Source: an optimization exercise on an open RTL-to-GDS flow (aim: small area, a short achievable clock period and few clock cycles per item). Production flows keep margins and buffers that such runs may drop. Function was not checked in any run shown here: the RTL went through the layout flow alone. No activity file was given, so power comes from the tool's default toggle rates.

==> flow/design.v <==
module fm_decoder (
    input  wire         clk,
    input  wire         rst_n,
    input  wire         cmd_valid,
    output reg          cmd_ready,
    input  wire [31:0]  cmd_data,
    output reg          res_valid,
    input  wire         res_ready,
    output reg  [15:0]  res_head,
    output reg  [103:0] res_payload,
    output wire [31:0]  dstat
);
    localparam [1:0] C_NOBAR  = 2'd0,
                     C_NOPROG = 2'd1,
                     C_CSERR  = 2'd2,
                     C_PROG   = 2'd3;
    localparam [3:0] R_OK       = 4'd0,
                     R_EMPTY    = 4'd1,
                     R_LEFT     = 4'd2,
                     R_RIGHT    = 4'd3,
                     R_BARCOUNT = 4'd4,
                     R_SHORT    = 4'd5,
                     R_LONG     = 4'd6,
                     R_GAP      = 4'd7,
                     R_SIG      = 4'd8,
                     R_HTYPE    = 4'd9,
                     R_HINDEX   = 4'd10,
                     R_DIRECT   = 4'd11,
                     R_CSUM     = 4'd12;
    localparam [2:0] E_IDLE  = 3'd0,    
                     E_WAIT  = 3'd1,    
                     E_SRCH  = 3'd2,    
                     E_CLASS = 3'd3,    
                     E_SUM   = 3'd4,    
                     E_DEC   = 3'd5;    
    reg  [7:0]  last_csum;
    reg  [15:0] row_index;
    reg         aborted;
    reg         err;
    reg         line_open;
    assign dstat = {5'd0, line_open, err, aborted, last_csum, row_index};
    reg  [13:0] rem;               
    wire        cmd_fire = cmd_valid && cmd_ready;
    wire [3:0]  op       = cmd_data[31:28];
    wire is_scan  = (cmd_data == 32'h8000_0000);
    wire is_lb    = (op == 4'h9);
    wire is_pix   = (cmd_data[31:1] == 31'h5000_0000);
    wire is_le    = (cmd_data == 32'hB000_0000);
    wire is_run   = (cmd_data[31:15] == 17'h1_8000);
    wire [13:0] a_count  = is_pix ? 14'd1 : cmd_data[13:0];
    wire [14:0] a_rem    = {1'b0, rem} - {1'b0, a_count};
    wire [14:0] a_span   = {1'b0, cmd_data[27:14]} - {1'b0, cmd_data[13:0]};
    wire lb_ok  = !aborted && !line_open && !a_span[14] && (a_span[13:0] != 14'd0);
    wire run_ok = line_open && !a_rem[14];
    wire le_ok  = line_open && (rem == 14'd0);
    wire a_refuse = cmd_data[31] && !is_scan &&
                    !(is_lb && lb_ok) && !((is_pix || is_run) && run_ok) && !(is_le && le_ok);
    reg  [27:0] q_data;
    reg         q_begin, q_run, q_pix, q_end;
    reg  [2:0]  est;
    always @(posedge clk) begin
        if (cmd_fire && is_lb && lb_ok)
            rem <= a_span[13:0];
        else if (cmd_fire && (is_pix || is_run) && run_ok)
            rem <= a_rem[13:0];
    end
    always @(posedge clk or negedge rst_n) begin
        if (!rst_n) begin
            q_begin <= 1'b0;
            q_run   <= 1'b0;
            q_pix   <= 1'b0;
            q_end   <= 1'b0;
        end else begin
            q_begin <= cmd_fire && is_lb && lb_ok;
            q_run   <= cmd_fire && is_run && run_ok;
            q_pix   <= cmd_fire && is_pix && run_ok;
            q_end   <= cmd_fire && is_le && le_ok;
        end
    end
    always @(posedge clk)
        q_data <= cmd_data[27:0];
    reg  [13:0] left_b, right_b, x;
    reg         seen_fg, prev_fg;
    reg         left_fail;         
    reg  [13:0] last_end;          
    reg  [7:0]  n_black;           
    reg  [9:0]  cur_black;         
    reg  [13:0] cur_white, gap_min, gap_max;
    reg  [9:0]  orw;               
    reg  [9:0]  bw [0:131];
    wire [13:0] b_count = q_pix ? 14'd1 : {q_data[13:0]};
    wire        b_fg    = q_pix ? q_data[0] : q_data[14];
    wire        b_act   = (q_run || q_pix) && (b_count != 14'd0);
    wire [13:0] b_xend  = x + b_count;
    wire [14:0] b_grow  = {5'd0, cur_black} + {1'b0, b_count};
    wire [9:0]  b_wnew  = (b_count >= 14'd1023) ? 10'd1023 : b_count[9:0];
    wire [9:0]  b_wgrow = (b_grow >= 15'd1023) ? 10'd1023 : b_grow[9:0];
    wire [17:0] b_x10   = {x, 3'b000} + {3'b000, x, 1'b0};
    wire [17:0] b_l13   = {left_b, 3'b000} + {1'b0, left_b, 2'b00} + {4'd0, left_b};
    reg         bw_we;
    reg  [7:0]  bw_idx;
    reg  [9:0]  bw_wd;
    always @* begin
        bw_we  = 1'b0;
        bw_idx = n_black;
        bw_wd  = b_wnew;
        if (b_act && b_fg) begin
            if (!seen_fg) begin
                bw_we  = 1'b1;
                bw_idx = 8'd0;
            end else if (prev_fg) begin
                bw_we  = (n_black <= 8'd132);
                bw_idx = n_black - 8'd1;
                bw_wd  = b_wgrow;
            end else begin
                bw_we  = (n_black <= 8'd131);
                bw_idx = n_black;
            end
        end
    end
    integer wi;
    always @(posedge clk) begin
        for (wi = 0; wi < 132; wi = wi + 1)
            if (bw_we && bw_idx == wi[7:0])
                bw[wi] <= bw_wd;
    end
    always @(posedge clk) begin
        if (q_begin) begin
            left_b    <= q_data[13:0];
            right_b   <= q_data[27:14];
            x         <= q_data[13:0];
            seen_fg   <= 1'b0;
            prev_fg   <= 1'b0;
            n_black   <= 8'd0;
            cur_white <= 14'd0;
            gap_min   <= 14'h3FFF;
            gap_max   <= 14'd0;
            orw       <= 10'd0;
        end else if (b_act) begin
            if (b_fg) begin
                if (!seen_fg) begin
                    seen_fg   <= 1'b1;
                    left_fail <= (b_x10 > b_l13);
                    n_black   <= 8'd1;
                    cur_black <= b_wnew;
                end else if (prev_fg) begin
                    cur_black <= b_wgrow;
                end else begin
                    if (cur_white < gap_min) gap_min <= cur_white;
                    if (cur_white > gap_max) gap_max <= cur_white;
                    cur_white <= 14'd0;
                    cur_black <= b_wnew;
                    if (n_black != 8'd133)
                        n_black <= n_black + 8'd1;
                end
                last_end <= b_xend;
            end else begin
                if (seen_fg)
                    cur_white <= cur_white + b_count;
            end
            prev_fg <= b_fg;
            x       <= b_xend;
            if (bw_we)
                orw <= orw | bw_wd;
        end
    end
    wire [17:0] g_last10 = {last_end, 3'b000} + {3'b000, last_end, 1'b0};
    wire [17:0] g_r7p10  = {1'b0, right_b, 3'b000} - {4'd0, right_b} + 18'd10;
    wire [15:0] g_min3   = {1'b0, gap_min, 1'b0} + {2'd0, gap_min};
    reg  [3:0] g_reason;
    always @* begin
        if (!seen_fg)                                   g_reason = R_EMPTY;
        else if (left_fail)                             g_reason = R_LEFT;
        else if (g_last10 < g_r7p10)                    g_reason = R_RIGHT;
        else if (n_black > 8'd132)                      g_reason = R_LONG;
        else if (n_black < 8'd12 || n_black[2:0] != 3'd4) g_reason = R_BARCOUNT;
        else if (n_black < 8'd36)                       g_reason = R_SHORT;
        else if ({2'b0, gap_max} > g_min3)              g_reason = R_GAP;
        else                                            g_reason = R_OK;
    end
    reg [3:0] g_msb;
    integer mi;
    always @* begin
        g_msb = 4'd0;
        for (mi = 0; mi < 10; mi = mi + 1)
            if (orw[mi]) g_msb = mi[3:0];
    end
    reg  [9:0]   cmp_v;            
    reg  [11:0]  vblk;             
    wire [131:0] valid = {{8{vblk[11]}}, {8{vblk[10]}}, {8{vblk[9]}}, {8{vblk[8]}},
                          {8{vblk[7]}},  {8{vblk[6]}},  {8{vblk[5]}}, {8{vblk[4]}},
                          {8{vblk[3]}},  {8{vblk[2]}},  {8{vblk[1]}}, {8{vblk[0]}},
                          36'hF_FFFF_FFFF};
    reg  [131:0] le;               
    integer ci;
    always @* begin
        for (ci = 0; ci < 132; ci = ci + 1)
            le[ci] = (bw[ci] <= cmp_v);
    end
    wire [131:0] le_v = le & valid;
    wire [5:0] pc0, pc1, pc2, pc3;
    fm_pc33 u_pc0 (.b(le_v[32:0]),    .s(pc0));
    fm_pc33 u_pc1 (.b(le_v[65:33]),   .s(pc1));
    fm_pc33 u_pc2 (.b(le_v[98:66]),   .s(pc2));
    fm_pc33 u_pc3 (.b(le_v[131:99]),  .s(pc3));
    reg  [5:0]  part0, part1, part2, part3;
    reg         part_ok;           
    reg         part_up;           
    reg  [9:0]  p_lo, p_up;        
    reg  [3:0]  bit_lo, bit_up;    
    wire [7:0]  cnt   = {2'd0, part0} + {2'd0, part1} + {2'd0, part2} + {2'd0, part3};
    wire [6:0]  half  = n_black[7:1];
    wire        enough = part_up ? (cnt > {1'b0, half}) : (cnt >= {1'b0, half});
    wire [3:0]  rbit   = part_up ? bit_up : bit_lo;
    wire [9:0]  rpre   = part_up ? p_up : p_lo;
    wire [9:0]  rbitm  = 10'd1 << rbit;
    wire [9:0]  rnew   = enough ? rpre : (rpre | rbitm);
    wire [9:0]  rnext  = rnew | ((rbitm >> 1) - 10'd1) ;
    wire [131:0] cls = ~le;        
    reg  [127:0] pk;
    integer bi;
    always @* begin
        for (bi = 0; bi < 128; bi = bi + 1)
            pk[127-bi] = cls[2+bi];
    end
    wire [15:0] byte_ok = {vblk, 4'hF};
    wire [127:0] pk_m;
    genvar gj;
    generate
        for (gj = 0; gj < 16; gj = gj + 1) begin : g_mask
            assign pk_m[127-8*gj -: 8] = pk[127-8*gj -: 8] & {8{byte_ok[gj]}};
        end
    endgenerate
    reg c_sig;
    always @* begin
        case (n_black[7:3])
            5'd4:  c_sig = cls[34]  && !cls[35];
            5'd5:  c_sig = cls[42]  && !cls[43];
            5'd6:  c_sig = cls[50]  && !cls[51];
            5'd7:  c_sig = cls[58]  && !cls[59];
            5'd8:  c_sig = cls[66]  && !cls[67];
            5'd9:  c_sig = cls[74]  && !cls[75];
            5'd10: c_sig = cls[82]  && !cls[83];
            5'd11: c_sig = cls[90]  && !cls[91];
            5'd12: c_sig = cls[98]  && !cls[99];
            5'd13: c_sig = cls[106] && !cls[107];
            5'd14: c_sig = cls[114] && !cls[115];
            5'd15: c_sig = cls[122] && !cls[123];
            default: c_sig = cls[130] && !cls[131];
        endcase
        c_sig = c_sig && !cls[0] && !cls[1];
    end
    reg  [7:0]  row0, row1, row2;
    reg         sig_ok;
    reg  [11:0] bsum;              
    wire [11:0] s_sum = {4'd0, row1} + {4'd0, row2} +
                        {4'd0, res_payload[7:0]}   + {4'd0, res_payload[15:8]} +
                        {4'd0, res_payload[23:16]} + {4'd0, res_payload[31:24]} +
                        {4'd0, res_payload[39:32]} + {4'd0, res_payload[47:40]} +
                        {4'd0, res_payload[55:48]} + {4'd0, res_payload[63:56]} +
                        {4'd0, res_payload[71:64]} + {4'd0, res_payload[79:72]} +
                        {4'd0, res_payload[87:80]} + {4'd0, res_payload[95:88]} +
                        {4'd0, res_payload[103:96]};
    function [7:0] fold;
        input [11:0] t;
        reg [8:0] y;
        begin
            y = {5'd0, t[11:8]} + {1'b0, t[7:0]};
            fold = y[8] ? (y[7:0] + 8'd1) : y[7:0];
        end
    endfunction
    wire [11:0] d_tchain = bsum + {4'd0, last_csum};
    wire [7:0]  d_chain  = fold(d_tchain);
    wire [7:0]  d_zero   = fold(bsum);
    wire [4:0]  d_k      = n_black[7:3];
    wire [4:0]  d_len    = d_k - 5'd3;
    reg  [1:0]  d_class;
    reg  [3:0]  d_reason;
    always @* begin
        if (!sig_ok) begin
            d_class = C_NOBAR;  d_reason = R_SIG;
        end else if (row1[7:4] != 4'd1) begin
            d_class = C_NOPROG; d_reason = R_HTYPE;
        end else if (row1[3:0] != row_index[3:0]) begin
            d_class = C_NOPROG; d_reason = R_HINDEX;
        end else if (d_chain == row0) begin
            d_class = C_PROG;   d_reason = R_OK;
        end else if (d_len < 5'd10 && d_zero == row0) begin
            d_class = C_NOPROG; d_reason = R_DIRECT;
        end else begin
            d_class = C_CSERR;  d_reason = R_CSUM;
        end
    end
    reg         pass2;
    reg         own_up;            
    wire        res_free   = !res_valid || res_ready;
    wire        geo_go     = (est == E_WAIT || q_end) && res_free;
    wire        geo_fail   = (g_reason != R_OK);
    wire        dec_retry  = (est == E_DEC) && !pass2 && (d_class == C_CSERR);
    wire        dec_commit = ((est == E_DEC) && !dec_retry) || (geo_go && geo_fail);
    wire        dec_take2  = pass2 && (d_class != C_PROG);
    wire [1:0]  out_class  = (est == E_DEC) ? (dec_take2 ? C_CSERR : d_class)  : C_NOBAR;
    wire [3:0]  out_reason = (est == E_DEC) ? (dec_take2 ? R_CSUM  : d_reason) : g_reason;
    wire [3:0]  out_len    = (out_class == C_PROG) ? d_len[3:0] : 4'd0;
    wire        out_upper  = (est == E_DEC) && pass2;
    wire        lo_last    = (est == E_SRCH) && part_ok && !part_up && (bit_lo == 4'd0);
    always @(posedge clk or negedge rst_n) begin
        if (!rst_n) begin
            est       <= E_IDLE;
            cmd_ready <= 1'b1;
            res_valid <= 1'b0;
        end else begin
            if (res_valid && res_ready)
                res_valid <= 1'b0;
            if (cmd_fire && is_le && le_ok)
                cmd_ready <= 1'b0;
            if (dec_commit) begin
                res_valid <= 1'b1;
                cmd_ready <= 1'b1;
                est       <= E_IDLE;
            end else if (geo_go) begin
                est <= E_SRCH;
            end else if (q_end) begin
                est <= E_WAIT;
            end else begin
                case (est)
                E_SRCH:  if (lo_last) est <= E_CLASS;
                E_CLASS: est <= E_SUM;
                E_SUM:   est <= E_DEC;
                E_DEC:   if (dec_retry) est <= E_CLASS;
                default: ;
                endcase
            end
        end
    end
    always @(posedge clk) begin
        part0 <= pc0; part1 <= pc1; part2 <= pc2; part3 <= pc3;
        if (geo_go) begin
            vblk[0]  <= (n_black >= 8'd44);
            vblk[1]  <= (n_black >= 8'd52);
            vblk[2]  <= (n_black >= 8'd60);
            vblk[3]  <= (n_black >= 8'd68);
            vblk[4]  <= (n_black >= 8'd76);
            vblk[5]  <= (n_black >= 8'd84);
            vblk[6]  <= (n_black >= 8'd92);
            vblk[7]  <= (n_black >= 8'd100);
            vblk[8]  <= (n_black >= 8'd108);
            vblk[9]  <= (n_black >= 8'd116);
            vblk[10] <= (n_black >= 8'd124);
            vblk[11] <= (n_black >= 8'd132);
            p_lo    <= 10'd0;
            p_up    <= 10'd0;
            bit_lo  <= g_msb;
            bit_up  <= g_msb;
            cmp_v   <= (10'd1 << g_msb) - 10'd1;
            part_ok <= 1'b0;
            own_up  <= 1'b0;
            pass2   <= 1'b0;
        end else if (est == E_SRCH) begin
            part_ok <= 1'b1;
            part_up <= own_up;
            own_up  <= !own_up;
            if (part_ok) begin
                if (part_up) begin
                    p_up   <= rnew;
                    bit_up <= bit_up - 4'd1;
                    cmp_v  <= rnext;
                end else begin
                    p_lo   <= rnew;
                    bit_lo <= bit_lo - 4'd1;
                    cmp_v  <= (bit_lo == 4'd0) ? rnew : rnext;
                end
            end
        end else if (est == E_CLASS) begin
            part_ok <= 1'b0;
            if (part_ok && part_up)
                p_up <= rnew;
        end else if (dec_retry) begin
            cmp_v <= p_up;
            pass2 <= 1'b1;
        end
    end
    always @(posedge clk) begin
        if (est == E_CLASS) begin
            row0        <= pk_m[127:120];
            row1        <= pk_m[119:112];
            row2        <= pk_m[111:104];
            res_payload <= {pk_m[7:0],   pk_m[15:8],  pk_m[23:16], pk_m[31:24],
                            pk_m[39:32], pk_m[47:40], pk_m[55:48], pk_m[63:56],
                            pk_m[71:64], pk_m[79:72], pk_m[87:80], pk_m[95:88],
                            pk_m[103:96]};
            sig_ok      <= c_sig;
        end
        if (est == E_SUM)
            bsum <= s_sum;
        if (dec_commit) begin
            res_head <= {5'd0, out_len, out_upper, out_reason, out_class};
            if (out_class != C_PROG)
                res_payload <= 104'd0;
        end
    end
    always @(posedge clk or negedge rst_n) begin
        if (!rst_n) begin
            last_csum <= 8'd0;
            row_index <= 16'd0;
            aborted   <= 1'b0;
            err       <= 1'b0;
            line_open <= 1'b0;
        end else begin
            if (cmd_fire) begin
                if (is_scan) begin
                    last_csum <= 8'd0;
                    row_index <= 16'd0;
                    aborted   <= 1'b0;
                    err       <= 1'b0;
                    line_open <= 1'b0;
                end else begin
                    if (a_refuse) err <= 1'b1;
                    if (is_lb && lb_ok) line_open <= 1'b1;
                    if (is_le && le_ok) line_open <= 1'b0;
                end
            end
            if (dec_commit) begin
                if (out_class == C_PROG) begin
                    last_csum <= row0;
                    row_index <= row_index + 16'd1;
                end
                if (out_class == C_CSERR)
                    aborted <= 1'b1;
            end
        end
    end
endmodule
module fm_pc33 (input wire [32:0] b, output wire [5:0] s);
    wire t1, t2, t3, t4, t5, t6, t7, t8, t9, t10, t11, t12, t13, t14, t15, t16, t17, t18, t19, t20, t21, t22, t23, t24, t25, t26, t27, t28, t29, t30, t31, t32, t33, t34, t35, t36, t37, t38, t39, t40, t41, t42, t43, t44, t45, t46, t47, t48, t49, t50, t51, t52, t53, t54, t55, t56, t57, t58;
    assign t1 = b[0] ^ b[1] ^ b[2];
    assign t2 = (b[0] & b[1]) | (b[0] & b[2]) | (b[1] & b[2]);
    assign t3 = b[3] ^ b[4] ^ b[5];
    assign t4 = (b[3] & b[4]) | (b[3] & b[5]) | (b[4] & b[5]);
    assign t5 = b[6] ^ b[7] ^ b[8];
    assign t6 = (b[6] & b[7]) | (b[6] & b[8]) | (b[7] & b[8]);
    assign t7 = b[9] ^ b[10] ^ b[11];
    assign t8 = (b[9] & b[10]) | (b[9] & b[11]) | (b[10] & b[11]);
    assign t9 = b[12] ^ b[13] ^ b[14];
    assign t10 = (b[12] & b[13]) | (b[12] & b[14]) | (b[13] & b[14]);
    assign t11 = b[15] ^ b[16] ^ b[17];
    assign t12 = (b[15] & b[16]) | (b[15] & b[17]) | (b[16] & b[17]);
    assign t13 = b[18] ^ b[19] ^ b[20];
    assign t14 = (b[18] & b[19]) | (b[18] & b[20]) | (b[19] & b[20]);
    assign t15 = b[21] ^ b[22] ^ b[23];
    assign t16 = (b[21] & b[22]) | (b[21] & b[23]) | (b[22] & b[23]);
    assign t17 = b[24] ^ b[25] ^ b[26];
    assign t18 = (b[24] & b[25]) | (b[24] & b[26]) | (b[25] & b[26]);
    assign t19 = b[27] ^ b[28] ^ b[29];
    assign t20 = (b[27] & b[28]) | (b[27] & b[29]) | (b[28] & b[29]);
    assign t21 = b[30] ^ b[31] ^ b[32];
    assign t22 = (b[30] & b[31]) | (b[30] & b[32]) | (b[31] & b[32]);
    assign t23 = t1 ^ t3 ^ t5;
    assign t24 = (t1 & t3) | (t1 & t5) | (t3 & t5);
    assign t25 = t7 ^ t9 ^ t11;
    assign t26 = (t7 & t9) | (t7 & t11) | (t9 & t11);
    assign t27 = t13 ^ t15 ^ t17;
    assign t28 = (t13 & t15) | (t13 & t17) | (t15 & t17);
    assign t29 = t19 ^ t21;
    assign t30 = t19 & t21;
    assign t31 = t2 ^ t4 ^ t6;
    assign t32 = (t2 & t4) | (t2 & t6) | (t4 & t6);
    assign t33 = t8 ^ t10 ^ t12;
    assign t34 = (t8 & t10) | (t8 & t12) | (t10 & t12);
    assign t35 = t14 ^ t16 ^ t18;
    assign t36 = (t14 & t16) | (t14 & t18) | (t16 & t18);
    assign t37 = t20 ^ t22;
    assign t38 = t20 & t22;
    assign t39 = t23 ^ t25 ^ t27;
    assign t40 = (t23 & t25) | (t23 & t27) | (t25 & t27);
    assign t41 = t24 ^ t26 ^ t28;
    assign t42 = (t24 & t26) | (t24 & t28) | (t26 & t28);
    assign t43 = t30 ^ t31 ^ t33;
    assign t44 = (t30 & t31) | (t30 & t33) | (t31 & t33);
    assign t45 = t35 ^ t37;
    assign t46 = t35 & t37;
    assign t47 = t32 ^ t34 ^ t36;
    assign t48 = (t32 & t34) | (t32 & t36) | (t34 & t36);
    assign t49 = t40 ^ t41 ^ t43;
    assign t50 = (t40 & t41) | (t40 & t43) | (t41 & t43);
    assign t51 = t42 ^ t44 ^ t46;
    assign t52 = (t42 & t44) | (t42 & t46) | (t44 & t46);
    assign t53 = t47 ^ t38;
    assign t54 = t47 & t38;
    assign t55 = t50 ^ t51 ^ t53;
    assign t56 = (t50 & t51) | (t50 & t53) | (t51 & t53);
    assign t57 = t52 ^ t54 ^ t48;
    assign t58 = (t52 & t54) | (t52 & t48) | (t54 & t48);
    assign s = {1'b0, t58, t56, t55, t49, t39} + {1'b0, 1'b0, t57, 1'b0, t45, t29};
endmodule
==> flow/run.sh <==
#!/bin/bash
# synth_recipe.tcl (not shown) runs the flow's synth.tcl, then flattens the netlist and writes it again
# the make line also repeats each setting of config.mk as NAME=value (left out here)
make -C /OpenROAD-flow-scripts/flow DESIGN_CONFIG=/design/flow/config.mk WORK_HOME=/design/flow/orfs CLKGATE_MAP_FILE= SYNTH_SCRIPT=/design/flow/synth_recipe.tcl finish
==> flow/config.mk <==
export PLATFORM = sky130hd
export DESIGN_NAME = fm_decoder
export DESIGN_NICKNAME = fm_decoder
export VERILOG_FILES = /design/flow/design.v
export SDC_FILE = /design/flow/constraint.sdc
export NUM_CORES = 4
export LEC_CHECK = 0
export ABC_CLOCK_PERIOD_IN_PS = 5000
export CAP_MARGIN = 30
export CORE_MARGIN = 2
export CORE_UTILIZATION = 25
export PLACE_DENSITY = 0.45
export SLEW_MARGIN = 30
==> flow/constraint.sdc <==
create_clock -name core_clock -period 22.0 [get_ports {clk}]
set_input_delay 4.4000 -clock core_clock [delete_from_list [all_inputs] [get_ports {clk}]]
set_output_delay 4.4000 -clock core_clock [all_outputs]
set_load 0.01 [all_outputs]
==> results.env, run 1 <==
RUN_STATUS='no timing/DRC/antenna violations'
DRT_ITER0_MARKERS=5249
UNREPAIRED_SETUP_ENDPOINTS_AFTER_GLOBAL_ROUTING='false'
PLACED_AREA_MM2=0.112
LAYOUT.CELLS.MOST_COMMON='sky130_fd_sc_hd__ha_1'
YS_SEQ_AREA_SHARE_PCT=49.1
WORST_PIN_SLEW_NS=1.01
CTS.HOLD.BUFFERS_ADDED=0
NUMCTSBUFFERS=211
ASYNC_RESET_FF_SHARE_PCT=2.05
WIRELENGTH_UM=349000
CRITPATHMAXFANOUT=14
WORST_EP_REQUIRED_TIME_NS=22.44
IO_BUFFERS=179
VIAS=69800
FLOORPLAN.INITIALDENSITY_PCT=25.1
REG2REG_SETUP_SLACK_NS=14.62
GLOBAL_ROUTING_USAGE_SUMMED_ACROSS_ALL_ROUTING_LAYERS_PCT=16.5
CTS_HTREE_LEVELS=4
REG2REG_FROM='cmp_v[0]'
DIE_H_UM=643
YOSYS.CELL_TYPES.COUNT=89
PRECTSSETUPSLACK_NS=12.90
SHARE_CLK_OF_TOTAL_POWER_PCT=47.8
YS.WARNINGS.COUNT=2
GRT_PASS1_VIAS=71200
CORE_AREA_MM2=0.407
CTS.REPAIR_TIMING.SETUP_BUFFER_COUNT=0
LAYOUT-AREA-OVERHEAD-VS-SYNTH_PCT=16.0
PATH_CLK_SLEW_NS=0.06
CLOCK_INSERTION_DELAY_WORST_SKEW_NS=0.92
DRT_DRC_VIOLATIONS_LEFT=0
INTERNAL_POWER_SUMMED_OVER_ALL_CELLS_mW=5.82
HOLD_PATH.STARTPOINT='q_data[27]'
SYNTH_ENABLE_FLOP_CELLS=1480
POWER_FRAC_SEQ_PCT=48.0
ROOT_BUFFER='sky130_fd_sc_hd__clkbuf_16'
SETUP.WORST_PATH.START='cmd_data[1]'
CLOCK_SINKS=1756
CP-START-KIND='input port'
FLOORPLAN_ROW_COUNT=234
FIN_WORST_SKEW_NS=0.106
SLEW_HEADROOM_PCT=31.2
TOP_LIBRARY_CELLS_BY_USAGE_IN_THE_LAYOUT_FILL_AND_TAPS_ASIDE='sky130_fd_sc_hd__ha_1 (1,632), sky130_fd_sc_hd__edfxtp_1 (1,480), sky130_fd_sc_hd__nor2_1 (627)'
MAX-CAP-VIOLATIONS=0
DRT-WIRELENGTH-PER-CELL_UM=24.2
GRT_OVERFLOW=0
FP.DIEW_UM=643
WORST_SLACK_NS=13.76
TIMING.HOLD.WORST.CLASS='reg2reg'
GRT_ANTENNA_BEFORE_REPAIR=29
SYNTH.FF_LATCH_COUNT=1756
CTS.REPAIR.RESIZED=0
POWERDENSITY_mW_PER_MM2=63.3
POST-ROUTE-PERIOD-UTIL_PCT=37.4
REPORT.FINAL.HOLD_VIOL_COUNT=0
FINAL_MAX_SLEW_VIOL_COUNT=0
SHARE_COMB_OF_TOTAL_POWER_PCT=4.2
TOP_LEVEL_PORTS=190
VIASPERCELL=4.84
DRTANTENNAVIOLNETS=0
PLACE_HPWL_UM=231000
POST_ROUTE_CELLS_DRIVE_ABOVE_1_SHARE_PCT=5.86
SYNTHFLOPTYPE='sky130_fd_sc_hd__edfxtp_1'
NETLIST_INSTANCES=8443
FIN_CRIT_NS=8.24
SYNTHESIS.AREA_MM2=0.102
NET-SWITCHING-POWER_mW=1.68
CLOCK_TREE_FROM_TRITONCTS='yes'
FIRST_PASS_ITERS=5
SYNTHESIS.AREA_PER_INSTANCE_UM2=12.1
FINAL_NETS=10700
SETUP_VIOL=0
SETUP_TNS_NS=0
PEAKVDDDROP_mV=0.0674
MAXCLOCKFREQUENCY_GHz=0.121
GP_CONGESTION=0.851
WORST_PATH_ARRIVAL_NS=8.67
GRT_MAX_DEGREE=97
CRITICALPATHCATEGORY='in2reg'
END_KIND='register'
DIE_AREA_MM2=0.414
LEAKAGEPOWER_nW=50.6
P_SW_SHARE_PCT=22.3
CTS.PATH.MAX_BUFFERS=4
FINISH.INSTANCE_AREA_MM2=0.119
GRT_PASS1_WL_UM=501000
[synthesized netlist by cell type, types with 126 or more instances]
cell type                     n  area [µm²]
sky130_fd_sc_hd__a21o_1     250        1880
sky130_fd_sc_hd__a21oi_1    522        2610
sky130_fd_sc_hd__nand3_1    138         691
sky130_fd_sc_hd__inv_1      574        2150
sky130_fd_sc_hd__fa_1       240        4800
sky130_fd_sc_hd__xnor2_1    126        1100
sky130_fd_sc_hd__nor3_1     156         781
sky130_fd_sc_hd__o21ai_0    360        1800
sky130_fd_sc_hd__nand2_1    300        1130
sky130_fd_sc_hd__nand4_1    270        1690
sky130_fd_sc_hd__nor2_1     639        2400
sky130_fd_sc_hd__dfxtp_1    240        4800
sky130_fd_sc_hd__o21a_1     146        1100
sky130_fd_sc_hd__nor2b_1    257        1610
sky130_fd_sc_hd__edfxtp_1  1480       44400
sky130_fd_sc_hd__ha_1      1632       20400
[power groups by stage]
stage / combinational (mW) / clock, mW / sequential, mW
CTS: 0.315 / 3.68 / 3.60
global placement: 0.312 / 0 / 3.67
detailed placement: 0.313 / 0 / 3.67
finish: 0.313 / 3.59 / 3.60
floorplan: 0.202 / 0 / 3.66
global route: 0.347 / 3.80 / 3.60
[cell type report]
class	instances	area, µm²
Clock inverter	110	1250
Fill cell	41000	288000
Multi-Input combinational cell	5998	49600
Tap cell	5428	6790
Sequential cell	1756	50200
Timing Repair Buffer	283	2750
Inverter	577	2230
Antenna cell	9	22.5
Clock buffer	271	5680
[path summary, 6_finish.rpt]
path | cells after the start | endpoint
max in group asynchronous | 2 | q_begin
min | 0 | right_b[13]
min reg2reg | 0 | right_b[13]
max | 17 | rem[1]
min in group asynchronous | 2 | est[2]
max reg2reg | 23 | part0[4]
[critical path: stages]
cell and delay [ns]:
sky130_fd_sc_hd__clkdlybuf4s50_1 0.68, sky130_fd_sc_hd__nor4_1 0.16, sky130_fd_sc_hd__nand4_1 0.18, sky130_fd_sc_hd__nor4_1 0.11, sky130_fd_sc_hd__or2_2 0.33, sky130_fd_sc_hd__ha_1 0.22
sky130_fd_sc_hd__fa_1 0.39, sky130_fd_sc_hd__nand2b_1 0.20, sky130_fd_sc_hd__a21oi_1 0.25, sky130_fd_sc_hd__o211ai_1 0.15, sky130_fd_sc_hd__a21o_1 0.20, sky130_fd_sc_hd__a31o_2 0.22
sky130_fd_sc_hd__o21bai_1 0.14, sky130_fd_sc_hd__a21o_1 0.17, sky130_fd_sc_hd__o211ai_1 0.10, sky130_fd_sc_hd__o21a_1 0.16, sky130_fd_sc_hd__nor2_2 0.59
[cells by family after synthesis]
logic type               Yosys count  synth area share [%]
multiplexers                      55                 0.562
buffers and inverters            698                  2.64
XOR/XNOR                         186                  1.62
flip-flops                      1756                  49.1
adder cells (fa/ha/maj)         1872                  24.7
AND/OR/NAND/NOR                 2082                  10.2
AO/OA/AOI/OAI                   1793                  11.2
other                              1               0.00367
[metrics by stage]
step	instances	power [mW]	hold slack, ns	utilization, %
2_1_floorplan	8452	3.86	0.386	-
3_3_place_gp	14000	3.98	0.438	27.4
3_5_place_dp	14000	3.98	0.447	27.4
4_1_cts	14400	7.59	0.461	29.1
5_1_grt	14400	7.74	0.458	29.1
6_report	14400	7.50	0.447	29.1
[state kept, by name, summed over array words and instances, names as in the netlist, 11 cells and up]
signal	flops
res_payload	104
x	14
gap_min	14
q_data	28
right_b	14
rem	14
vblk	12
left_b	14
row_index	16
cur_white	14
bw	1320
bsum	12
gap_max	14
res_head	11
last_end	14
[routing by layer]
| layer | up-vias | global-route usage, % | wire length [µm] |
|---|---|---|---|
| met5 | - | 0 | 0 |
| met4 | 0 | 5.87 | 13700 |
| met3 | 499 | 1.92 | 16100 |
| met2 | 1638 | 27.5 | 163000 |
| met1 | 35200 | 22.0 | 157000 |
| li1 | 32500 | - | - |
==> run 2, diff against run 1 <==
--- a/flow/design.v
+++ b/flow/design.v
@@ -47,12 +47,14 @@
     wire is_pix   = (cmd_data[31:1] == 31'h5000_0000);
     wire is_le    = (cmd_data == 32'hB000_0000);
     wire is_run   = (cmd_data[31:15] == 17'h1_8000);
-    wire [13:0] a_count  = is_pix ? 14'd1 : cmd_data[13:0];
-    wire [14:0] a_rem    = {1'b0, rem} - {1'b0, a_count};
+    wire [13:0] rem_m1   = rem - 14'd1;
+    wire        rem_nz   = (rem != 14'd0);
+    wire [14:0] a_remrun = {1'b0, rem} - {1'b0, cmd_data[13:0]};
+    wire [13:0] a_rem    = is_pix ? rem_m1 : a_remrun[13:0];
     wire [14:0] a_span   = {1'b0, cmd_data[27:14]} - {1'b0, cmd_data[13:0]};
     wire lb_ok  = !aborted && !line_open && !a_span[14] && (a_span[13:0] != 14'd0);
-    wire run_ok = line_open && !a_rem[14];
-    wire le_ok  = line_open && (rem == 14'd0);
+    wire run_ok = line_open && (is_pix ? rem_nz : !a_remrun[14]);
+    wire le_ok  = line_open && !rem_nz;
     wire a_refuse = cmd_data[31] && !is_scan &&
                     !(is_lb && lb_ok) && !((is_pix || is_run) && run_ok) && !(is_le && le_ok);
     reg  [27:0] q_data;
@@ -62,7 +64,7 @@
         if (cmd_fire && is_lb && lb_ok)
             rem <= a_span[13:0];
         else if (cmd_fire && (is_pix || is_run) && run_ok)
-            rem <= a_rem[13:0];
+            rem <= a_rem;
     end
     always @(posedge clk or negedge rst_n) begin
         if (!rst_n) begin
@@ -79,27 +81,27 @@
     end
     always @(posedge clk)
         q_data <= cmd_data[27:0];
-    reg  [13:0] left_b, right_b, x;
+    reg  [13:0] left_b, right_b;
     reg         seen_fg, prev_fg;
     reg         left_fail;         
-    reg  [13:0] last_end;          
+    reg  [13:0] rem_last;          
     reg  [7:0]  n_black;           
     reg  [9:0]  cur_black;         
-    reg  [13:0] cur_white, gap_min, gap_max;
+    reg  [10:0] cur_white, gap_min, gap_max;
     reg  [9:0]  orw;               
-    reg  [9:0]  bw [0:131];
     wire [13:0] b_count = q_pix ? 14'd1 : {q_data[13:0]};
     wire        b_fg    = q_pix ? q_data[0] : q_data[14];
     wire        b_act   = (q_run || q_pix) && (b_count != 14'd0);
-    wire [13:0] b_xend  = x + b_count;
+    wire [13:0] b_fx    = right_b - rem - b_count;    
     wire [14:0] b_grow  = {5'd0, cur_black} + {1'b0, b_count};
     wire [9:0]  b_wnew  = (b_count >= 14'd1023) ? 10'd1023 : b_count[9:0];
     wire [9:0]  b_wgrow = (b_grow >= 15'd1023) ? 10'd1023 : b_grow[9:0];
-    wire [17:0] b_x10   = {x, 3'b000} + {3'b000, x, 1'b0};
+    wire [17:0] b_x10   = {1'b0, b_fx, 3'b000} + {3'b000, b_fx, 1'b0};
+    wire [11:0] b_white = {1'b0, cur_white} + {1'b0, b_count[10:0]};
     wire [17:0] b_l13   = {left_b, 3'b000} + {1'b0, left_b, 2'b00} + {4'd0, left_b};
     reg         bw_we;
     reg  [7:0]  bw_idx;
-    reg  [9:0]  bw_wd;
+    reg  [9:0]  bw_wd;              
     always @* begin
         bw_we  = 1'b0;
         bw_idx = n_black;
@@ -118,23 +120,19 @@
             end
         end
     end
-    integer wi;
-    always @(posedge clk) begin
-        for (wi = 0; wi < 132; wi = wi + 1)
-            if (bw_we && bw_idx == wi[7:0])
-                bw[wi] <= bw_wd;
-    end
+    wire [8:0]  bw_wd9 = (bw_wd >= 10'd511) ? 9'd511 : bw_wd[8:0];
+    wire [7:0]  bw_wd8 = (bw_wd >= 10'd255) ? 8'd255 : bw_wd[7:0];
+    wire        bw_wr  = bw_we;
     always @(posedge clk) begin
         if (q_begin) begin
             left_b    <= q_data[13:0];
             right_b   <= q_data[27:14];
-            x         <= q_data[13:0];
             seen_fg   <= 1'b0;
             prev_fg   <= 1'b0;
             n_black   <= 8'd0;
-            cur_white <= 14'd0;
-            gap_min   <= 14'h3FFF;
-            gap_max   <= 14'd0;
+            cur_white <= 11'd0;
+            gap_min   <= 11'h7FF;
+            gap_max   <= 11'd0;
             orw       <= 10'd0;
         end else if (b_act) begin
             if (b_fg) begin
@@ -148,30 +146,29 @@
                 end else begin
                     if (cur_white < gap_min) gap_min <= cur_white;
                     if (cur_white > gap_max) gap_max <= cur_white;
-                    cur_white <= 14'd0;
+                    cur_white <= 11'd0;
                     cur_black <= b_wnew;
                     if (n_black != 8'd133)
                         n_black <= n_black + 8'd1;
                 end
-                last_end <= b_xend;
+                rem_last <= rem;
             end else begin
                 if (seen_fg)
-                    cur_white <= cur_white + b_count;
+                    cur_white <= (b_count >= 14'd2047 || b_white[11]) ? 11'h7FF : b_white[10:0];
             end
             prev_fg <= b_fg;
-            x       <= b_xend;
             if (bw_we)
                 orw <= orw | bw_wd;
         end
     end
-    wire [17:0] g_last10 = {last_end, 3'b000} + {3'b000, last_end, 1'b0};
-    wire [17:0] g_r7p10  = {1'b0, right_b, 3'b000} - {4'd0, right_b} + 18'd10;
-    wire [15:0] g_min3   = {1'b0, gap_min, 1'b0} + {2'd0, gap_min};
+    wire [17:0] g_rem10  = {1'b0, rem_last, 3'b000} + {3'b000, rem_last, 1'b0} + 18'd10;
+    wire [17:0] g_r3     = {3'b000, right_b, 1'b0} + {4'd0, right_b};
+    wire [12:0] g_min3   = {1'b0, gap_min, 1'b0} + {2'd0, gap_min};
     reg  [3:0] g_reason;
     always @* begin
         if (!seen_fg)                                   g_reason = R_EMPTY;
         else if (left_fail)                             g_reason = R_LEFT;
-        else if (g_last10 < g_r7p10)                    g_reason = R_RIGHT;
+        else if (g_r3 < g_rem10)                        g_reason = R_RIGHT;
         else if (n_black > 8'd132)                      g_reason = R_LONG;
         else if (n_black < 8'd12 || n_black[2:0] != 3'd4) g_reason = R_BARCOUNT;
         else if (n_black < 8'd36)                       g_reason = R_SHORT;
@@ -191,12 +188,39 @@
                           {8{vblk[7]}},  {8{vblk[6]}},  {8{vblk[5]}}, {8{vblk[4]}},
                           {8{vblk[3]}},  {8{vblk[2]}},  {8{vblk[1]}}, {8{vblk[0]}},
                           36'hF_FFFF_FFFF};
-    reg  [131:0] le;               
-    integer ci;
-    always @* begin
-        for (ci = 0; ci < 132; ci = ci + 1)
-            le[ci] = (bw[ci] <= cmp_v);
-    end
+    function le10;
+        input [9:0] a, b;
+        integer k;
+        reg c;
+        begin
+            c = 1'b1;
+            for (k = 0; k < 10; k = k + 1)
+                c = (~a[k] & b[k]) | (~a[k] & c) | (b[k] & c);
+            le10 = c;
+        end
+    endfunction
+    wire [131:0] le;               
+    genvar gi;
+    generate
+        for (gi = 0; gi < 132; gi = gi + 1) begin : g_bw
+            if (gi < 60) begin : g10
+                reg [9:0] w;
+                always @(posedge clk)
+                    if (bw_wr && bw_idx == gi) w <= bw_wd;
+                assign le[gi] = le10(w, cmp_v);
+            end else if (gi < 124) begin : g9
+                reg [8:0] w;
+                always @(posedge clk)
+                    if (bw_wr && bw_idx == gi) w <= bw_wd9;
+                assign le[gi] = cmp_v[9] | le10({1'b0, w}, {1'b0, cmp_v[8:0]});
+            end else begin : g8
+                reg [7:0] w;
+                always @(posedge clk)
+                    if (bw_wr && bw_idx == gi) w <= bw_wd8;
+                assign le[gi] = (cmp_v[9:8] != 2'b00) | le10({2'b00, w}, {2'b00, cmp_v[7:0]});
+            end
+        end
+    endgenerate
     wire [131:0] le_v = le & valid;
     wire [5:0] pc0, pc1, pc2, pc3;
     fm_pc33 u_pc0 (.b(le_v[32:0]),    .s(pc0));
==> results.env, run 2 <==
SETUP_VIOL=0
GRT_ANTENNA_BEFORE_REPAIR=18
YOSYS.CELL_TYPES.COUNT=93
CTS.REPAIR_TIMING.SETUP_BUFFER_COUNT=0
PATH_CLK_SLEW_NS=0.06
SETUP_TNS_NS=0
WORST_R2R_PATH_DEPTH=23
RUN_STATUS='no timing/DRC/antenna violations'
WORST_PIN_SLEW_NS=1.04
FLOORPLAN_ROW_COUNT=216
SHARE_COMB_OF_TOTAL_POWER_PCT=2.5
SYNTH_TOP_CELLS_BY_AREA='sky130_fd_sc_hd__edfxtp_1 (48%), sky130_fd_sc_hd__fa_1 (5.8%), sky130_fd_sc_hd__dfxtp_1 (5.3%)'
CTS_HTREE_LEVELS=4
SETUP.WORST_PATH.START='cmd_data[1]'
LAYOUT.CELLS.MOST_COMMON='sky130_fd_sc_hd__edfxtp_1'
LAYOUT_TOP_REGISTERS='g_bw.g10.w x600, g_bw.genblk1.g9.w x576, res_payload x104'
CRITPATHMAXFANOUT=11
TOP_REGISTER='g_bw.g10.w'
CTS.HOLD.BUFFERS_ADDED=0
TOP_LEVEL_PORTS=190
FP.DIEW_UM=595
POWER_FRAC_SEQ_PCT=49.8
TOP_LIBRARY_CELLS_BY_USAGE_IN_THE_LAYOUT_FILL_AND_TAPS_ASIDE='sky130_fd_sc_hd__edfxtp_1 (1,386), sky130_fd_sc_hd__inv_1 (565), sky130_fd_sc_hd__maj3_1 (439)'
P_SW_SHARE_PCT=21.5
SYNTH_TOP_AREA_SHARE_PCT=47.7
SLEW_HEADROOM_PCT=30.4
SYNTH_ENABLE_FLOP_CELLS=1386
VIAS=58600
GRT_PASS1_WL_UM=422000
DOMINANT_CELL_TYPE_BY_AREA_AFTER_SYNTHESIS='sky130_fd_sc_hd__edfxtp_1'
WIRELENGTH_UM=296000
POST-ROUTE-PERIOD-UTIL_PCT=36.2
NET-SWITCHING-POWER_mW=1.45
TIMING.HOLD.WORST.CLASS='reg2reg'
GRT_OVERFLOW=0
CTS.PATH.MAX_BUFFERS=3
DRTANTENNAVIOLNETS=0
IO_BUFFERS=179
FIN_UTIL_PCT=29.2
CLOCK_INSERTION_DELAY_WORST_SKEW_NS=0.87
ROOT_BUFFER='sky130_fd_sc_hd__clkbuf_16'
FIN_WORST_SKEW_NS=0.0367
FLOORPLAN.INITIALDENSITY_PCT=25.2
TIMING.HOLD.WORST_PATH_DEPTH=0
DIE_AREA_MM2=0.354
VIASPERCELL=4.87
GRT_PASS1_VIAS=58000
END_OF_THE_WORST_REGISTER_TO_REGISTER_PATH='part0[4]'
SYNTHESIS.AREA_MM2=0.0873
FIN_CRIT_NS=7.97
CLOCK_TREE_FROM_TRITONCTS='yes'
MAXCLOCKFREQUENCY_GHz=0.126
PLACE_HPWL_UM=199000
REG2REG_FROM='cmp_v[1]'
POWERDENSITY_mW_PER_MM2=66.7
SYNTH.MOST_COMMON_CELL='sky130_fd_sc_hd__edfxtp_1'
DRT_ITER0_MARKERS=4710
WORST_EP_REQUIRED_TIME_NS=22.61
DIE_H_UM=595
DRT-WIRELENGTH-PER-CELL_UM=24.6
WORST_PATH_ARRIVAL_NS=8.58
REG2REG_SETUP_SLACK_NS=14.25
YS.WARNINGS.COUNT=1
END_KIND='register'
DRT_DRC_VIOLATIONS_LEFT=0
MAX_FFS_PER_REGISTER=600
SHARE_CLK_OF_TOTAL_POWER_PCT=47.7
GRT_MAX_DEGREE=127
ASYNC_RESET_FF_SHARE_PCT=2.18
NETLIST_INSTANCES=7107
PEAKVDDDROP_mV=0.0801
CTS.REPAIR.RESIZED=0
GP_CONGESTION=0.869
HOLD_PATH.STARTPOINT='q_data[15]'
SYNTH.FF_LATCH_COUNT=1653
REPORT.FINAL.HOLD_VIOL_COUNT=0
GLOBAL_ROUTING_USAGE_SUMMED_ACROSS_ALL_ROUTING_LAYERS_PCT=16.3
UNREPAIRED_SETUP_ENDPOINTS_AFTER_GLOBAL_ROUTING='false'
HOLD_CRIT_ENDPOINT='right_b[1]'
NUMCTSBUFFERS=191
FINAL_MAX_SLEW_VIOL_COUNT=0
INTERNAL_POWER_SUMMED_OVER_ALL_CELLS_mW=5.30
CP-START-KIND='input port'
SYNTHESIS.AREA_PER_INSTANCE_UM2=12.3
P_TOTAL_mW=6.75
YS_SEQ_AREA_SHARE_PCT=54.0
SYNTH_COMMON_CELLS='sky130_fd_sc_hd__edfxtp_1 (1,386), sky130_fd_sc_hd__inv_1 (580), sky130_fd_sc_hd__maj3_1 (439)'
POST_ROUTE_CELLS_DRIVE_ABOVE_1_SHARE_PCT=11.3
FIRST_PASS_ITERS=8
CLOCK_SINKS=1653
MAX-CAP-VIOLATIONS=0
CORE_AREA_MM2=0.347
LEAKAGEPOWER_nW=39.1
FINAL_NETS=7869
CRITICALPATHCATEGORY='in2reg'
SYNTHFLOPTYPE='sky130_fd_sc_hd__edfxtp_1'
LAYOUT-AREA-OVERHEAD-VS-SYNTH_PCT=15.9
run 2: changes by cell type after synthesis, moves of 120 or more:
cell                       before  now
sky130_fd_sc_hd__a21oi_1      522  314
sky130_fd_sc_hd__ha_1        1632  303
sky130_fd_sc_hd__a21o_1       250   80
sky130_fd_sc_hd__maj3_2         0  304
sky130_fd_sc_hd__o21ai_0      360  194
sky130_fd_sc_hd__o21a_1       146   26
sky130_fd_sc_hd__nand4_1      270   44
sky130_fd_sc_hd__maj3_1         0  439
sky130_fd_sc_hd__nor2_1       639  389
sky130_fd_sc_hd__clkbuf_1      77  235
run 2: final cells by class:
| type | instances | area (µm²) |
|---|---|---|
| inverters | 589 | 2250 |
| flip-flops and latches | 1653 | 47100 |
| multi-input cells | 4553 | 36900 |
| clock inverters | 88 | 993 |
| repair buffers | 291 | 2760 |
| diodes | 7 | 17.5 |
| fillers | 35100 | 246000 |
| well taps | 4578 | 5730 |
| clock buffers | 268 | 5340 |
run 2: worst max path at each step:
stage / end / cells after the start / slack, ns
2_1_floorplan: rem[9] / 14 / 14.34
3_5_place_dp: rem[3] / 14 / 13.11
4_1_cts: rem[3] / 14 / 14.04
3_3_place_gp: rem[3] / 14 / 13.11
5_1_grt: rem[7] / 14 / 13.69
6_report: rem[3] / 14 / 14.03
run 2: power groups by stage:
stage	Sequential (mW)	Combinational (mW)	Clock, mW
after floorplan	3.42	0.116	0
after global placement	3.43	0.169	0
after detailed placement	3.43	0.171	0
after CTS	3.36	0.172	3.29
after global routing	3.36	0.193	3.41
final	3.36	0.171	3.22
run 2: per-layer routing:
metal / global-route usage (%) / up-vias / share of wire, %
li1: - / 26600 / -
met1: 21.3 / 29800 / 43
met2: 27.0 / 1776 / 47
met3: 2.00 / 423 / 4.9
met4: 7.43 / 0 / 4.8
met5: 0 / - / 0
run 2: stage by stage:
| stage | setup slack [ns] | cells | hold WS (ns) | area, µm² |
|---|---|---|---|---|
| after CTS | 14.04 | 12000 | 0.439 | 101000 |
| final | 14.03 | 12000 | 0.424 | 101000 |
| after detailed placement | 13.11 | 11700 | 0.414 | 94700 |
| after global placement | 13.11 | 11700 | 0.426 | 94500 |
| after floorplan | 14.34 | 7116 | 0.386 | 87300 |
| after global routing | 13.69 | 12000 | 0.452 | 101000 |
run 2: critical path, stage by stage:
cell and delay (ns):
sky130_fd_sc_hd__clkdlybuf4s50_1 0.65, sky130_fd_sc_hd__inv_1 0.12, sky130_fd_sc_hd__ha_1 0.30, sky130_fd_sc_hd__nor2b_1 0.12
sky130_fd_sc_hd__o21ai_0 0.22, sky130_fd_sc_hd__a21boi_0 0.16, sky130_fd_sc_hd__o21ai_0 0.28, sky130_fd_sc_hd__a21oi_1 0.18
sky130_fd_sc_hd__a2111o_1 0.44, sky130_fd_sc_hd__o311ai_0 0.18, sky130_fd_sc_hd__nand4_1 0.25, sky130_fd_sc_hd__o41ai_2 0.57
sky130_fd_sc_hd__buf_4 0.34, sky130_fd_sc_hd__mux2_2 0.36
run 2: kinds of logic after synthesis:
logic type	after synthesis	share of synthesized area (%)
compound gates	1394	11.1
other cells	1	0.00430
buf+inv	910	4.07
mux	53	0.622
xor+xnor	181	1.87
fa+ha+maj	1297	19.1
flops	1653	54.0
simple gates	1618	9.23
==> run 3, diff against run 2 <==
==> flow/flow/run.sh (new file) <==
#!/bin/bash
# The standard layout (standard.sh: ORFS synth .. finish, unchanged scripts),
# with the resizer's setup repair asked to keep a larger slack margin so that it
# works on paths the 22 ns clock alone would leave untouched. The SDC, clock
# period and all other settings are the design's.
set -euo pipefail
export SETUP_SLACK_MARGIN=16
bash standard.sh > standard_flow.log 2>&1
==> flow/standard.sh (new file) <==
#!/bin/bash
# synth_recipe.tcl (not shown) runs the flow's synth.tcl, then flattens the netlist and writes it again
# the make line also repeats each setting of config.mk as NAME=value (left out here)
make -C /OpenROAD-flow-scripts/flow DESIGN_CONFIG=/design/flow/config.mk WORK_HOME=/design/flow/orfs CLKGATE_MAP_FILE= SYNTH_SCRIPT=/design/flow/synth_recipe.tcl "${@:-finish}"
removed: flow/run.sh
==> results.env, run 3 <==
WORST_PIN_SLEW_NS=1.07
FINAL_NETS=8093
WIRELENGTH_UM=310000
SYNTH_ENABLE_FLOP_CELLS=1386
MAXCLOCKFREQUENCY_GHz=0.149
SYNTHFLOPTYPE='sky130_fd_sc_hd__edfxtp_1'
FLOORPLAN.INITIALDENSITY_PCT=25.2
CTS_HTREE_LEVELS=4
NETLIST_INSTANCES=7107
ROOT_BUFFER='sky130_fd_sc_hd__clkbuf_16'
TIMING.HOLD.WORST.CLASS='reg2reg'
TOP_LIBRARY_CELLS_BY_USAGE_IN_THE_LAYOUT_FILL_AND_TAPS_ASIDE='sky130_fd_sc_hd__edfxtp_1 (1,386), sky130_fd_sc_hd__inv_1 (514), sky130_fd_sc_hd__maj3_2 (410)'
NUMCTSBUFFERS=189
POST-ROUTE-PERIOD-UTIL_PCT=30.5
WORST_PATH_ARRIVAL_NS=7.27
MAX_FFS_PER_REGISTER=600
CLOCK_SINKS=1653
LAYOUT.CELLS.MOST_COMMON='sky130_fd_sc_hd__edfxtp_1'
CRITICALPATHCATEGORY='in2reg'
TOP_REGISTER='g_bw.g10.w'
SYNTH_TOP_AREA_SHARE_PCT=47.7
GRT_MAX_DEGREE=98
CORE_AREA_MM2=0.347
POST_ROUTE_CELLS_DRIVE_ABOVE_1_SHARE_PCT=20.8
MAX-CAP-VIOLATIONS=0
DRT-WIRELENGTH-PER-CELL_UM=25.3
PRECTSSETUPSLACK_NS=13.33
YOSYS.CELL_TYPES.COUNT=93
DIE_AREA_MM2=0.354
FIN_WORST_SKEW_NS=0.0499
END_KIND='register'
REPORT.FINAL.HOLD_VIOL_COUNT=0
GP_CONGESTION=0.876
SETUP_TNS_NS=0
VIASPERCELL=4.91
P_TOTAL_mW=6.71
YS_SEQ_AREA_SHARE_PCT=54.0
SYNTHESIS.AREA_MM2=0.0873
CLOCK_INSERTION_DELAY_WORST_SKEW_NS=0.87
ASYNC_RESET_FF_SHARE_PCT=2.18
FINAL_MAX_SLEW_VIOL_COUNT=0
VIAS=60100
DRTANTENNAVIOLNETS=0
FIN_CRIT_NS=6.70
GLOBAL_ROUTING_USAGE_SUMMED_ACROSS_ALL_ROUTING_LAYERS_PCT=17.0
CTS.PATH.MAX_BUFFERS=3
FIRST_PASS_ITERS=5
DIE_H_UM=595
SYNTH.FF_LATCH_COUNT=1653
LAYOUT-AREA-OVERHEAD-VS-SYNTH_PCT=20.8
FLOORPLAN_ROW_COUNT=216
WORST_SLACK_NS=15.30
WORST_R2R_PATH_DEPTH=19
SYNTHESIS.AREA_PER_INSTANCE_UM2=12.3
GRT_OVERFLOW=0
POWERDENSITY_mW_PER_MM2=63.6
DRT_DRC_VIOLATIONS_LEFT=0
SYNTH_COMMON_CELLS='sky130_fd_sc_hd__edfxtp_1 (1,386), sky130_fd_sc_hd__inv_1 (580), sky130_fd_sc_hd__maj3_1 (439)'
TIMING.HOLD.WORST_PATH_DEPTH=2
YS.WARNINGS.COUNT=1
CP-START-KIND='input port'
SLEW_HEADROOM_PCT=28.3
SYNTH_TOP_CELLS_BY_AREA='sky130_fd_sc_hd__edfxtp_1 (48%), sky130_fd_sc_hd__fa_1 (5.8%), sky130_fd_sc_hd__dfxtp_1 (5.3%)'
FP.DIEW_UM=595
CTS.HOLD.BUFFERS_ADDED=0
GRT_PASS1_WL_UM=438000
GRT_PASS1_VIAS=59900
PLACE_HPWL_UM=199000
UNREPAIRED_SETUP_ENDPOINTS_AFTER_GLOBAL_ROUTING='true'
PATH_CLK_SLEW_NS=0.05
CLOCK_TREE_FROM_TRITONCTS='yes'
DOMINANT_CELL_TYPE_BY_AREA_AFTER_SYNTHESIS='sky130_fd_sc_hd__edfxtp_1'
WORST_EP_REQUIRED_TIME_NS=22.57
FILLERINSTANCES=34900
LAYOUT_TOP_REGISTERS='g_bw.g10.w x600, g_bw.genblk1.g9.w x576, res_payload x104'
IO_BUFFERS=179
PEAKVDDDROP_mV=0.0715
GRT_ANTENNA_BEFORE_REPAIR=21
CRITPATHMAXFANOUT=6
SYNTH.MOST_COMMON_CELL='sky130_fd_sc_hd__edfxtp_1'
TOP_LEVEL_PORTS=190
DRT_ITER0_MARKERS=4999
RUN_STATUS='no timing/DRC/antenna violations'
LEAKAGEPOWER_nW=41.3
SETUP_VIOL=0
## run 3: cell counts after synthesis
No cell type changed its count.
## run 3: critical path, stage by stage
cell	delay [ns]
sky130_fd_sc_hd__buf_12	0.11
sky130_fd_sc_hd__inv_12	0.04
sky130_fd_sc_hd__ha_4	0.12
sky130_fd_sc_hd__fa_2	0.22
sky130_fd_sc_hd__nor2b_4	0.04
sky130_fd_sc_hd__o21ai_2	0.18
sky130_fd_sc_hd__a21boi_2	0.08
sky130_fd_sc_hd__o21ai_2	0.21
sky130_fd_sc_hd__a21oi_2	0.10
sky130_fd_sc_hd__a311oi_2	0.29
sky130_fd_sc_hd__xor2_1	0.26
sky130_fd_sc_hd__nand4_1	0.21
sky130_fd_sc_hd__o41ai_4	0.47
sky130_fd_sc_hd__buf_6	0.21
sky130_fd_sc_hd__mux2_4	0.30
## run 3: per-layer routing
metal | up-vias | share of wire (%) | track usage, %
met1 | 30700 | 42 | 21.9
met3 | 506 | 5.2 | 2.20
met5 | - | 0.0042 | 0
met4 | 2 | 5.5 | 8.23
met2 | 1854 | 47 | 27.9
li1 | 27000 | - | -
## run 3: repair_timing
item	4_1_cts	5_1_grt
hold endpoints to repair	0	0
pin swaps	210	118
resized for setup	863	150
setup endpoints to repair	1453	544
cloned	21	5
setup buffers	133	57
## run 3: metrics by stage
stage	instances	instance area, µm²	util, %	hold WS, ns
floorplan	7116	87700	-	0.386
CTS	12200	104000	30.0	0.455
global placement	11700	94900	27.4	0.438
detailed placement	11700	95000	27.4	0.448
finish	12200	105000	30.4	0.449
global route	12200	105000	30.4	0.481
## run 3: power by group
| group | internal (mW) | switching (mW) | leakage [nW] | total [mW] |
|---|---|---|---|---|
| Combinational | 0.0975 | 0.119 | 20.1 | 0.216 |
| Clock | 1.83 | 1.31 | 2.97 | 3.14 |
| Sequential | 3.35 | 0.00713 | 18.2 | 3.36 |
| Total | 5.27 | 1.44 | 41.3 | 6.71 |
## run 3: cells by family (layout without fill, tap and decap cells)
kind of cell / count (synthesis) / count (layout) / share of synthesized area, %
AO/OA/AOI/OAI: 1394 / 1394 / 11.1
XOR/XNOR: 181 / 181 / 1.87
adder cells (fa/ha/maj): 1297 / 1297 / 19.1
buffers and inverters: 910 / 1449 / 4.07
flip-flops: 1653 / 1653 / 54.0
multiplexers: 53 / 53 / 0.622
other: 1 / 15 / 0.00430
AND/OR/NAND/NOR: 1618 / 1620 / 9.23
## run 3: area by class of cell
| class | count | area, µm² | share of cell area, % |
|---|---|---|---|
| sequential | 1653 | 47400 | 45.0 |
| multi-input combinational | 4555 | 38500 | 36.5 |
| tap | 4578 | 5730 | 5.43 |
| timing repair buffer | 513 | 5430 | 5.15 |
| clock buffer | 274 | 5410 | 5.13 |
| inverter | 589 | 2300 | 2.18 |
| clock inverter | 71 | 657 | 0.623 |
| timing repair inverter | 2 | 20.0 | 0.0190 |
| antenna | 5 | 12.5 | 0.0119 |
## run 3: path summary, 6_finish.rpt
path / startpoint / end / slack (ns)
max: cmd_data[14] / rem[7] / 15.30
min: orw[1] / orw[1] / 0.45
max reg2reg: cmp_v[7] / part3[4] / 15.42
min reg2reg: orw[1] / orw[1] / 0.45
max in group asynchronous: rst_n / row_index[3] / 18.06
min in group asynchronous: rst_n / row_index[5] / 3.54

[separate check: timing with driven ports]
No port has a modelled driver above. Below, the same layouts with a new extraction and two added sets of constraints.
Step 1: set_driving_cell puts a clkbuf_16 on clk and a buf_2 on each other input, an assumption about the parent block.
Step 2 moves the port delays by t, midway between the first and last clock arrival at a register: inputs arrive t later, outputs are due t later. That takes back most of the time a late clock gives input paths.
a / b / c = ideal / step 1 / step 2; a / b = the first two.
run	shift t [ns]	setup slack, ns	worst setup path at the end
run 1	0.975	13.764 / 13.845 / 12.870	input to register
run 2	0.953	14.033 / 14.103 / 13.151	input to register
run 3	0.940	15.299 / 15.347 / 14.408	input to register
After both steps every run listed still meets setup and hold. For run 1, which loses most, drivers alone change the setup slack by +0.081 ns; drivers and shift together by -0.894 ns.
